Context: an optimization exercise on an open-source flow, tuned for small area, a short achievable clock period and few clock cycles. The choices shown serve that exercise and are no tape-out recipe. Only simulation tests tie the RTL to the original design; equivalence was not proved.

## JK
==> flow/design.v <==
module xxtea_core (
    input  wire         clk,
    input  wire         rst,
    input  wire         start,
    input  wire         decrypt,
    input  wire [2:0]   nm1,
    input  wire [127:0] key,
    input  wire [255:0] din,
    output reg          done,
    output wire [255:0] dout
);
    localparam [31:0] DELTA = 32'h9E3779B9;
    function [5:0] rounds_for;
        input [2:0] n_m1;
        begin
            case (n_m1)
                3'd0: rounds_for = 6'd58;
                3'd1: rounds_for = 6'd32;
                3'd2: rounds_for = 6'd23;
                3'd3: rounds_for = 6'd19;
                3'd4: rounds_for = 6'd16;
                3'd5: rounds_for = 6'd14;
                3'd6: rounds_for = 6'd13;
                default: rounds_for = 6'd12;
            endcase
        end
    endfunction
    function [31:0] dec_sum0;
        input [2:0] n_m1;
        begin
            case (n_m1)
                3'd0: dec_sum0 = 32'd58 * DELTA;
                3'd1: dec_sum0 = 32'd32 * DELTA;
                3'd2: dec_sum0 = 32'd23 * DELTA;
                3'd3: dec_sum0 = 32'd19 * DELTA;
                3'd4: dec_sum0 = 32'd16 * DELTA;
                3'd5: dec_sum0 = 32'd14 * DELTA;
                3'd6: dec_sum0 = 32'd13 * DELTA;
                default: dec_sum0 = 32'd12 * DELTA;
            endcase
        end
    endfunction
    reg  [31:0] w [0:7];
    reg  [31:0] k [0:3];
    reg         busy;    
    reg         rot;     
    reg         post;    
    reg         dec;
    reg  [2:0]  n;       
    reg  [2:0]  p;       
    reg  [5:0]  rnd;     
    reg  [31:0] sum;
    reg  [7:0]  zsel;    
    reg         n0;      
    reg  [3:0]  ksel;    
    wire [31:0] cur = w[0];
    wire [31:0] yv  = n0 ? w[0] : w[1];
    reg  [31:0] z;
    reg  [31:0] kw;
    integer i;
    always @(*) begin
        z = 32'd0;
        for (i = 0; i < 8; i = i + 1)
            z = z | (w[i] & {32{zsel[i]}});
        kw = 32'd0;
        for (i = 0; i < 4; i = i + 1)
            kw = kw | (k[i] & {32{ksel[i]}});
    end
    function [31:0] fadd;
        input [31:0] a, b;
        input        ci;
        reg   [31:0] g, p, x;
        integer i, j;
        begin
            x = a ^ b;
            g = a & b;
            p = x;
            g[0] = g[0] | (p[0] & ci);
            for (i = 1; i < 32; i = i * 2)
                for (j = 0; j < 32; j = j + 1)
                    if ((j / i) % 2 == 1) begin
                        g[j] = g[j] | (p[j] & g[(j/i)*i-1]);
                        p[j] = p[j] & p[(j/i)*i-1];
                    end
            fadd = x ^ {g[30:0], ci};
        end
    endfunction
    wire [31:0] mx = fadd(((z >> 5) ^ (yv << 2)), ((yv >> 3) ^ (z << 4)), 1'b0)
                   ^ fadd((sum ^ yv), (kw ^ z), 1'b0);
    wire [31:0] dmask = {32{dec}};
    wire [31:0] v_new = fadd(cur, mx ^ dmask, dec);
    wire last_in_round = dec ? (p == 3'd0) : (p == n);
    wire last_update   = last_in_round && (rnd == 6'd1);
    wire turn_left     = !dec || last_update;
    reg  [2:0]  p_nx;
    reg  [31:0] sum_nx;
    always @(*) begin
        p_nx   = p;
        sum_nx = sum;
        if (!busy && !rot) begin
            p_nx   = decrypt ? nm1 : 3'd0;
            sum_nx = decrypt ? dec_sum0(nm1) : DELTA;
        end else if (busy) begin
            if (last_in_round) begin
                p_nx   = dec ? n : 3'd0;
                sum_nx = dec ? sum - DELTA : sum + DELTA;
            end else begin
                p_nx   = dec ? p - 3'd1 : p + 3'd1;
            end
        end
    end
    wire [1:0] kidx = p_nx[1:0] ^ sum_nx[3:2];
    always @(posedge clk) begin
        p    <= p_nx;
        sum  <= sum_nx;
        for (i = 0; i < 4; i = i + 1)
            ksel[i] <= (kidx == i);
        if (rst) begin
            busy <= 1'b0;
            rot  <= 1'b0;
            done <= 1'b0;
        end else begin
            done <= 1'b0;
            if (rot) begin
                rot <= 1'b0;
                if (post) done <= 1'b1;
                else      busy <= 1'b1;
            end else if (busy) begin
                if (last_update) begin
                    busy <= 1'b0;
                    if (dec && !n0) begin
                        rot  <= 1'b1;
                        post <= 1'b1;
                    end else begin
                        done <= 1'b1;
                    end
                end else if (last_in_round) begin
                    rnd <= rnd - 6'd1;
                end
            end else if (start) begin
                for (i = 0; i < 4; i = i + 1)
                    k[i] <= key[32*i +: 32];
                dec  <= decrypt;
                n    <= nm1;
                n0   <= (nm1 == 3'd0);
                for (i = 0; i < 8; i = i + 1)
                    zsel[i] <= (nm1 == i);
                rnd  <= rounds_for(nm1);
                post <= 1'b0;
                if (decrypt && nm1 != 3'd0) rot  <= 1'b1;
                else                        busy <= 1'b1;
            end
        end
    end
    always @(posedge clk) begin
        if (!busy && !rot) begin
            for (i = 0; i < 8; i = i + 1)
                w[i] <= din[32*i +: 32];
        end else if (rot) begin
            w[0] <= z;
            w[1] <= w[0];
            for (i = 2; i < 8; i = i + 1)
                w[i] <= w[i-1];
        end else if (turn_left) begin
            for (i = 0; i < 7; i = i + 1)
                w[i] <= (i >= n) ? v_new : w[i+1];
            w[7] <= v_new;
        end else begin
            w[0] <= n0 ? v_new : z;
            w[1] <= v_new;
            for (i = 2; i < 8; i = i + 1)
                w[i] <= w[i-1];
        end
    end
    genvar g;
    generate
        for (g = 0; g < 8; g = g + 1) begin : g_dout
            assign dout[32*g +: 32] = w[g];
        end
    endgenerate
endmodule
==> flow/config.mk <==
export PLATFORM = sky130hd
export DESIGN_NAME = xxtea_core
export DESIGN_NICKNAME = xxtea_core
export VERILOG_FILES = /design/flow/design.v
export SDC_FILE = /design/flow/constraint.sdc
export NUM_CORES = 4
export LEC_CHECK = 0
export ABC_AREA = 1
export CAP_MARGIN = 20
export CORE_MARGIN = 2
export CORE_UTILIZATION = 40
export CTS_BUF_LIST = sky130_fd_sc_hd__clkbuf_4 sky130_fd_sc_hd__clkbuf_8
export SLEW_MARGIN = 20
==> flow/constraint.sdc <==
create_clock -name core_clock -period 12.0 [get_ports {clk}]
set_input_delay 2.4000 -clock core_clock [delete_from_list [all_inputs] [get_ports {clk}]]
set_output_delay 2.4000 -clock core_clock [all_outputs]
set_load 0.01 [all_outputs]
standard.sh (not shown) runs the stock make flow with config.mk's settings and CLKGATE_MAP_FILE= SYNTH_SCRIPT=/design/flow/synth_recipe.tcl, a recipe that flattens the netlist after the stock synthesis.
==> flow/flow/run.sh <==
#!/bin/bash
# The standard layout, with two changes to how it is made:
#  - ports are buffered with buf_1 instead of the 10 um2 delay buffer that
#    buffer_ports picks by default (every port still gets its buffer)
#  - timing repair aims for 7 ns of setup slack instead of 0, so the layout
#    is optimised for speed; the constraints (SDC) are unchanged
# Each tool's output goes to standard.log (ORFS keeps per-step logs too).
export BUFFER_PORTS_ARGS="-buffer_cell sky130_fd_sc_hd__buf_1"
export SETUP_SLACK_MARGIN=7
bash standard.sh > standard.log 2>&1
Testbench counts of JK, summed over its fixed seeds: cycles 40,404.
Input changes introduced in PW (baseline for comparison: JK):
diff --git a/flow/design.v b/flow/design.v
--- a/flow/design.v
+++ b/flow/design.v
@@ -53,9 +53,9 @@
     reg  [7:0]  zsel;    
     reg         n0;      
     reg  [3:0]  ksel;    
     wire [31:0] cur = w[0];
-    wire [31:0] yv  = n0 ? w[0] : w[1];
+    wire [31:0] yv  = w[1];    
     reg  [31:0] z;
     reg  [31:0] kw;
     integer i;
     always @(*) begin
@@ -65,31 +65,37 @@
         kw = 32'd0;
         for (i = 0; i < 4; i = i + 1)
             kw = kw | (k[i] & {32{ksel[i]}});
     end
-    function [31:0] fadd;
-        input [31:0] a, b;
+    function [31:0] pcarry;
+        input [31:0] pp, gg;
         input        ci;
-        reg   [31:0] g, p, x;
+        reg   [31:0] g, p;
         integer i, j;
         begin
-            x = a ^ b;
-            g = a & b;
-            p = x;
+            g = gg;
+            p = pp;
             g[0] = g[0] | (p[0] & ci);
             for (i = 1; i < 32; i = i * 2)
                 for (j = 0; j < 32; j = j + 1)
                     if ((j / i) % 2 == 1) begin
                         g[j] = g[j] | (p[j] & g[(j/i)*i-1]);
                         p[j] = p[j] & p[(j/i)*i-1];
                     end
-            fadd = x ^ {g[30:0], ci};
+            pcarry = {g[30:0], ci};
         end
     endfunction
-    wire [31:0] mx = fadd(((z >> 5) ^ (yv << 2)), ((yv >> 3) ^ (z << 4)), 1'b0)
-                   ^ fadd((sum ^ yv), (kw ^ z), 1'b0);
+    wire [31:0] a_p = ((z >> 5) ^ (z << 4)) ^ ((yv << 2) ^ (yv >> 3));
+    wire [31:0] a_g = ((z >> 5) ^ (yv << 2)) & ((yv >> 3) ^ (z << 4));
+    wire [31:0] a_s = a_p ^ pcarry(a_p, a_g, 1'b0);
+    wire [31:0] b_p = (sum ^ kw ^ yv) ^ z;
+    wire [31:0] b_g = (sum ^ yv) & (kw ^ z);
+    wire [31:0] b_s = b_p ^ pcarry(b_p, b_g, 1'b0);
+    wire [31:0] mx  = a_s ^ b_s;
     wire [31:0] dmask = {32{dec}};
-    wire [31:0] v_new = fadd(cur, mx ^ dmask, dec);
+    wire [31:0] f_p   = (cur ^ dmask) ^ mx;
+    wire [31:0] f_g   = cur & (mx ^ dmask);
+    wire [31:0] v_new = f_p ^ pcarry(f_p, f_g, dec);
     wire last_in_round = dec ? (p == 3'd0) : (p == n);
     wire last_update   = last_in_round && (rnd == 6'd1);
     wire turn_left     = !dec || last_update;
     reg  [2:0]  p_nx;
@@ -155,8 +161,9 @@
     always @(posedge clk) begin
         if (!busy && !rot) begin
             for (i = 0; i < 8; i = i + 1)
                 w[i] <= din[32*i +: 32];
+            if (nm1 == 3'd0) w[1] <= din[31:0];
         end else if (rot) begin
             w[0] <= z;
             w[1] <= w[0];
             for (i = 2; i < 8; i = i + 1)
[summary]
Against JK as the reference, PW delivers a higher clock tree buffer count of the final layout.
Against JK, PW comes in 6.3% lower on average wire length per cell after detail routing.
Summary — mean area per synthesized cell, PW relative to JK: lower, by 11%.
Going from JK to PW, floorplan core area picked up an extra 9400 µm²; total global routing track utilization roughly the same.
Compare JK and PW | via count higher: PW
Taking JK as the reference point, the first-pass GRT wire length of PW rises by 14%.
Looking at worst setup slack, PW sits 0.57 ns higher than JK does.
Summary: with JK as the reference, multi-input combinational gate total in PW moved up by more than a quarter.
The run showing the smaller detailed-route vias per instance is PW.
Side by side, cell count of the worst reg-to-reg path turned out higher in PW than in JK.
PW against JK: met2 track demand over resource increased by 3.9 points relative to the old numbers, area fraction in compound gates after synthesis decreased by 6.5 points relative to the old numbers.
Testbench counts of PW, summed over its fixed seeds: cycles 40,404.

---

Another version of the RTL of xxtea_core (not shown whole).
Size in the first run: roughly 4900 cells after synthesis, about 450 flip-flops, roughly 650 I/O pins.
==> module xxtea_core, before the edit <==
module xxtea_core (
    input  wire         clk,
    input  wire         rst,
    input  wire         start,
    input  wire         decrypt,
    input  wire [2:0]   nm1,
    input  wire [127:0] key,
    input  wire [255:0] din,
    output reg          done,
    output wire [255:0] dout
);
    localparam [31:0] DELTA = 32'h9E3779B9;
    function [5:0] rounds_for;
        input [2:0] n_m1;
        begin
            case (n_m1)
                3'd0: rounds_for = 6'd58;
                3'd1: rounds_for = 6'd32;
                3'd2: rounds_for = 6'd23;
                3'd3: rounds_for = 6'd19;
                3'd4: rounds_for = 6'd16;
                3'd5: rounds_for = 6'd14;
                3'd6: rounds_for = 6'd13;
                default: rounds_for = 6'd12;
            endcase
        end
    endfunction
    function [31:0] dec_sum0;
        input [2:0] n_m1;
        begin
            case (n_m1)
                3'd0: dec_sum0 = 32'd58 * DELTA;
                3'd1: dec_sum0 = 32'd32 * DELTA;
                3'd2: dec_sum0 = 32'd23 * DELTA;
                3'd3: dec_sum0 = 32'd19 * DELTA;
                3'd4: dec_sum0 = 32'd16 * DELTA;
                3'd5: dec_sum0 = 32'd14 * DELTA;
                3'd6: dec_sum0 = 32'd13 * DELTA;
                default: dec_sum0 = 32'd12 * DELTA;
            endcase
        end
    endfunction
    reg  [31:0] w [0:7];
    reg  [31:0] k [0:3];
    reg         busy;    
    reg         rot;     
    reg         post;    
    reg         dec;
    reg  [2:0]  n;       
    reg  [2:0]  p;       
    reg  [5:0]  rnd;     
    reg  [31:0] sum;
    reg  [7:0]  zsel;    
    reg         n0;      
    reg  [3:0]  ksel;    
    wire [31:0] cur = w[0];
    wire [31:0] yv  = w[1];    
    reg  [31:0] z;
    reg  [31:0] kw;
    integer i;
    always @(*) begin
        z = 32'd0;
        for (i = 0; i < 8; i = i + 1)
            z = z | (w[i] & {32{zsel[i]}});
        kw = 32'd0;
        for (i = 0; i < 4; i = i + 1)
            kw = kw | (k[i] & {32{ksel[i]}});
    end
    function [31:0] pcarry;
        input [31:0] pp, gg;
        input        ci;
        reg   [31:0] g, p;
        integer i, j;
        begin
            g = gg;
            p = pp;
            g[0] = g[0] | (p[0] & ci);
            for (i = 1; i < 32; i = i * 2)
                for (j = 0; j < 32; j = j + 1)
                    if ((j / i) % 2 == 1) begin
                        g[j] = g[j] | (p[j] & g[(j/i)*i-1]);
                        p[j] = p[j] & p[(j/i)*i-1];
                    end
            pcarry = {g[30:0], ci};
        end
    endfunction
    wire [31:0] a_p = ((z >> 5) ^ (z << 4)) ^ ((yv << 2) ^ (yv >> 3));
    wire [31:0] a_g = ((z >> 5) ^ (yv << 2)) & ((yv >> 3) ^ (z << 4));
    wire [31:0] a_s = a_p ^ pcarry(a_p, a_g, 1'b0);
    wire [31:0] b_p = (sum ^ kw ^ yv) ^ z;
    wire [31:0] b_g = (sum ^ yv) & (kw ^ z);
    wire [31:0] b_s = b_p ^ pcarry(b_p, b_g, 1'b0);
    wire [31:0] mx  = a_s ^ b_s;
    wire [31:0] dmask = {32{dec}};
    wire [31:0] f_p   = (cur ^ dmask) ^ mx;
    wire [31:0] f_g   = cur & (mx ^ dmask);
    wire [31:0] v_new = f_p ^ pcarry(f_p, f_g, dec);
    wire last_in_round = dec ? (p == 3'd0) : (p == n);
    wire last_update   = last_in_round && (rnd == 6'd1);
    wire turn_left     = !dec || last_update;
    reg  [2:0]  p_nx;
    reg  [31:0] sum_nx;
    always @(*) begin
        p_nx   = p;
        sum_nx = sum;
        if (!busy && !rot) begin
            p_nx   = decrypt ? nm1 : 3'd0;
            sum_nx = decrypt ? dec_sum0(nm1) : DELTA;
        end else if (busy) begin
            if (last_in_round) begin
                p_nx   = dec ? n : 3'd0;
                sum_nx = dec ? sum - DELTA : sum + DELTA;
            end else begin
                p_nx   = dec ? p - 3'd1 : p + 3'd1;
            end
        end
    end
    wire [1:0] kidx = p_nx[1:0] ^ sum_nx[3:2];
    always @(posedge clk) begin
        p    <= p_nx;
        sum  <= sum_nx;
        for (i = 0; i < 4; i = i + 1)
            ksel[i] <= (kidx == i);
        if (rst) begin
            busy <= 1'b0;
            rot  <= 1'b0;
            done <= 1'b0;
        end else begin
            done <= 1'b0;
            if (rot) begin
                rot <= 1'b0;
                if (post) done <= 1'b1;
                else      busy <= 1'b1;
            end else if (busy) begin
                if (last_update) begin
                    busy <= 1'b0;
                    if (dec && !n0) begin
                        rot  <= 1'b1;
                        post <= 1'b1;
                    end else begin
                        done <= 1'b1;
                    end
                end else if (last_in_round) begin
                    rnd <= rnd - 6'd1;
                end
            end else if (start) begin
                for (i = 0; i < 4; i = i + 1)
                    k[i] <= key[32*i +: 32];
                dec  <= decrypt;
                n    <= nm1;
                n0   <= (nm1 == 3'd0);
                for (i = 0; i < 8; i = i + 1)
                    zsel[i] <= (nm1 == i);
                rnd  <= rounds_for(nm1);
                post <= 1'b0;
                if (decrypt && nm1 != 3'd0) rot  <= 1'b1;
                else                        busy <= 1'b1;
            end
        end
    end
    reg  [7:0]  ge_n;    
    reg  [7:0]  take_new;
    reg  [31:0] other [0:7];
    always @(*) begin
        for (i = 0; i < 8; i = i + 1) begin
            if (turn_left)
                take_new[i] = busy && ge_n[i];
            else
                take_new[i] = busy && (i == 1 || (i == 0 && n0));
            if (!busy && !rot)
                other[i] = (i == 1 && nm1 == 3'd0) ? din[31:0] : din[32*i +: 32];
            else if (busy && turn_left)
                other[i] = w[(i+1)%8];
            else
                other[i] = (i == 0) ? z : w[(i+7)%8];
        end
    end
    always @(posedge clk) begin
        if (!busy && !rot && start)
            for (i = 0; i < 8; i = i + 1)
                ge_n[i] <= (i >= nm1);
        for (i = 0; i < 8; i = i + 1)
            w[i] <= take_new[i] ? v_new : other[i];
    end
    genvar g;
    generate
        for (g = 0; g < 8; g = g + 1) begin : g_dout
            assign dout[32*g +: 32] = w[g];
        end
    endgenerate
endmodule
Settings: LEC_CHECK=0, ABC_AREA=1, CAP_MARGIN=20, CORE_MARGIN=2, CORE_UTILIZATION=40, CTS_BUF_LIST=sky130_fd_sc_hd__clkbuf_4 sky130_fd_sc_hd__clkbuf_8, SLEW_MARGIN=20; clock period 12.0 ns.
==> flow/flow/run.sh <==
#!/bin/bash
# The standard layout, with two changes to how it is made:
#  - ports are buffered with buf_1 instead of the 10 um2 delay buffer that
#    buffer_ports picks by default (every port still gets its buffer)
#  - timing repair aims for 8 ns of setup slack instead of 0, so the layout
#    is optimised for speed; the constraints (SDC) are unchanged
# Each tool's output goes to standard.log (ORFS keeps per-step logs too).
export BUFFER_PORTS_ARGS="-buffer_cell sky130_fd_sc_hd__buf_1"
export SETUP_SLACK_MARGIN=8
bash standard.sh > standard.log 2>&1
The baseline produced a clean layout.
Testbench counts at the start, summed over its fixed seeds: cycles 40,404.
==> next run, changes <==
--- a/flow/design.v
+++ b/flow/design.v
@@ -48,26 +48,25 @@
     reg         dec;
     reg  [2:0]  n;       
     reg  [2:0]  p;       
     reg  [5:0]  rnd;     
     reg  [31:0] sum;
     reg  [7:0]  zsel;    
+    reg         nle1;    
+    reg  [31:0] zr;      
     reg         n0;      
-    reg  [3:0]  ksel;    
     wire [31:0] cur = w[0];
     wire [31:0] yv  = w[1];    
-    reg  [31:0] z;
-    reg  [31:0] kw;
+    wire [31:0] z = zr;
+    reg  [31:0] wm1;     
+    reg  [31:0] kw;      
     integer i;
     always @(*) begin
-        z = 32'd0;
+        wm1 = 32'd0;
         for (i = 0; i < 8; i = i + 1)
-            z = z | (w[i] & {32{zsel[i]}});
-        kw = 32'd0;
-        for (i = 0; i < 4; i = i + 1)
-            kw = kw | (k[i] & {32{ksel[i]}});
+            wm1 = wm1 | (w[i] & {32{zsel[i]}});
     end
     function [31:0] pcarry;
         input [31:0] pp, gg;
         input        ci;
         reg   [31:0] g, p;
         integer i, j;
@@ -116,14 +115,16 @@
         end
     end
     wire [1:0] kidx = p_nx[1:0] ^ sum_nx[3:2];
     always @(posedge clk) begin
         p    <= p_nx;
         sum  <= sum_nx;
-        for (i = 0; i < 4; i = i + 1)
-            ksel[i] <= (kidx == i);
+        if (!busy && !rot)
+            kw <= key[95:64];
+        else
+            kw <= k[kidx];
         if (rst) begin
             busy <= 1'b0;
             rot  <= 1'b0;
             done <= 1'b0;
         end else begin
             done <= 1'b0;
@@ -147,19 +148,28 @@
                 for (i = 0; i < 4; i = i + 1)
                     k[i] <= key[32*i +: 32];
                 dec  <= decrypt;
                 n    <= nm1;
                 n0   <= (nm1 == 3'd0);
                 for (i = 0; i < 8; i = i + 1)
-                    zsel[i] <= (nm1 == i);
+                    zsel[i] <= (nm1 == i + 1) || (nm1 == 3'd0 && i == 0);
+                nle1 <= (nm1[2:1] == 2'd0);
                 rnd  <= rounds_for(nm1);
                 post <= 1'b0;
-                if (decrypt && nm1 != 3'd0) rot  <= 1'b1;
+                if (decrypt) rot  <= 1'b1;
                 else                        busy <= 1'b1;
             end
         end
+    end
+    always @(posedge clk) begin
+        if (!busy && !rot)
+            zr <= din[32*nm1 +: 32];
+        else if (busy && (turn_left || nle1))
+            zr <= v_new;
+        else
+            zr <= wm1;
     end
     reg  [7:0]  ge_n;    
     reg  [7:0]  take_new;
     reg  [31:0] other [0:7];
     always @(*) begin
         for (i = 0; i < 8; i = i + 1) begin
Effect:
- design area goes up by a few percent
- first-iteration DRC count goes up by about a fifth
- utilization goes down by 3.2 points
- via count goes up by roughly a tenth
- die area goes up by roughly a tenth
Testbench counts after the change, summed over its fixed seeds: cycles 40,436.

## re-timing with driven ports
The results above use ideal ports. As a check the final layouts listed here were re-extracted and re-timed, cells and wires unchanged.
Step 1, drivers: a clkbuf_16 drives clk and a buf_2 each remaining input, both assumed.
Step 2 adds t to the input delays and takes it off the output delays; t is the mean of the earliest and latest rising clock arrival at the registers after step 1. Input paths then give back, and output paths get back, about the clock's delay inside the block.
Three values: no drivers, after step 1, after step 2; two values: the first two.
| run | shift t [ns] | slack for setup (ns) | cell pins on the clock port's net |
|---|---|---|---|
| JK | 0.764 | 6.333 / 6.333 / 6.333 | 1 |
| PW | 0.758 | 6.905 / 6.905 / 6.651 | 1 |
| the first run of note 2 | 0.792 | 7.336 / 7.336 / 7.125 | 1 |
| the second run of note 2 | 0.839 | 7.783 / 7.783 / 7.146 | 1 |
After both steps setup and hold are still met in every run listed. For the second run of note 2, which loses most, drivers alone change the setup slack by 0.000 ns; drivers and shift together by -0.637 ns.
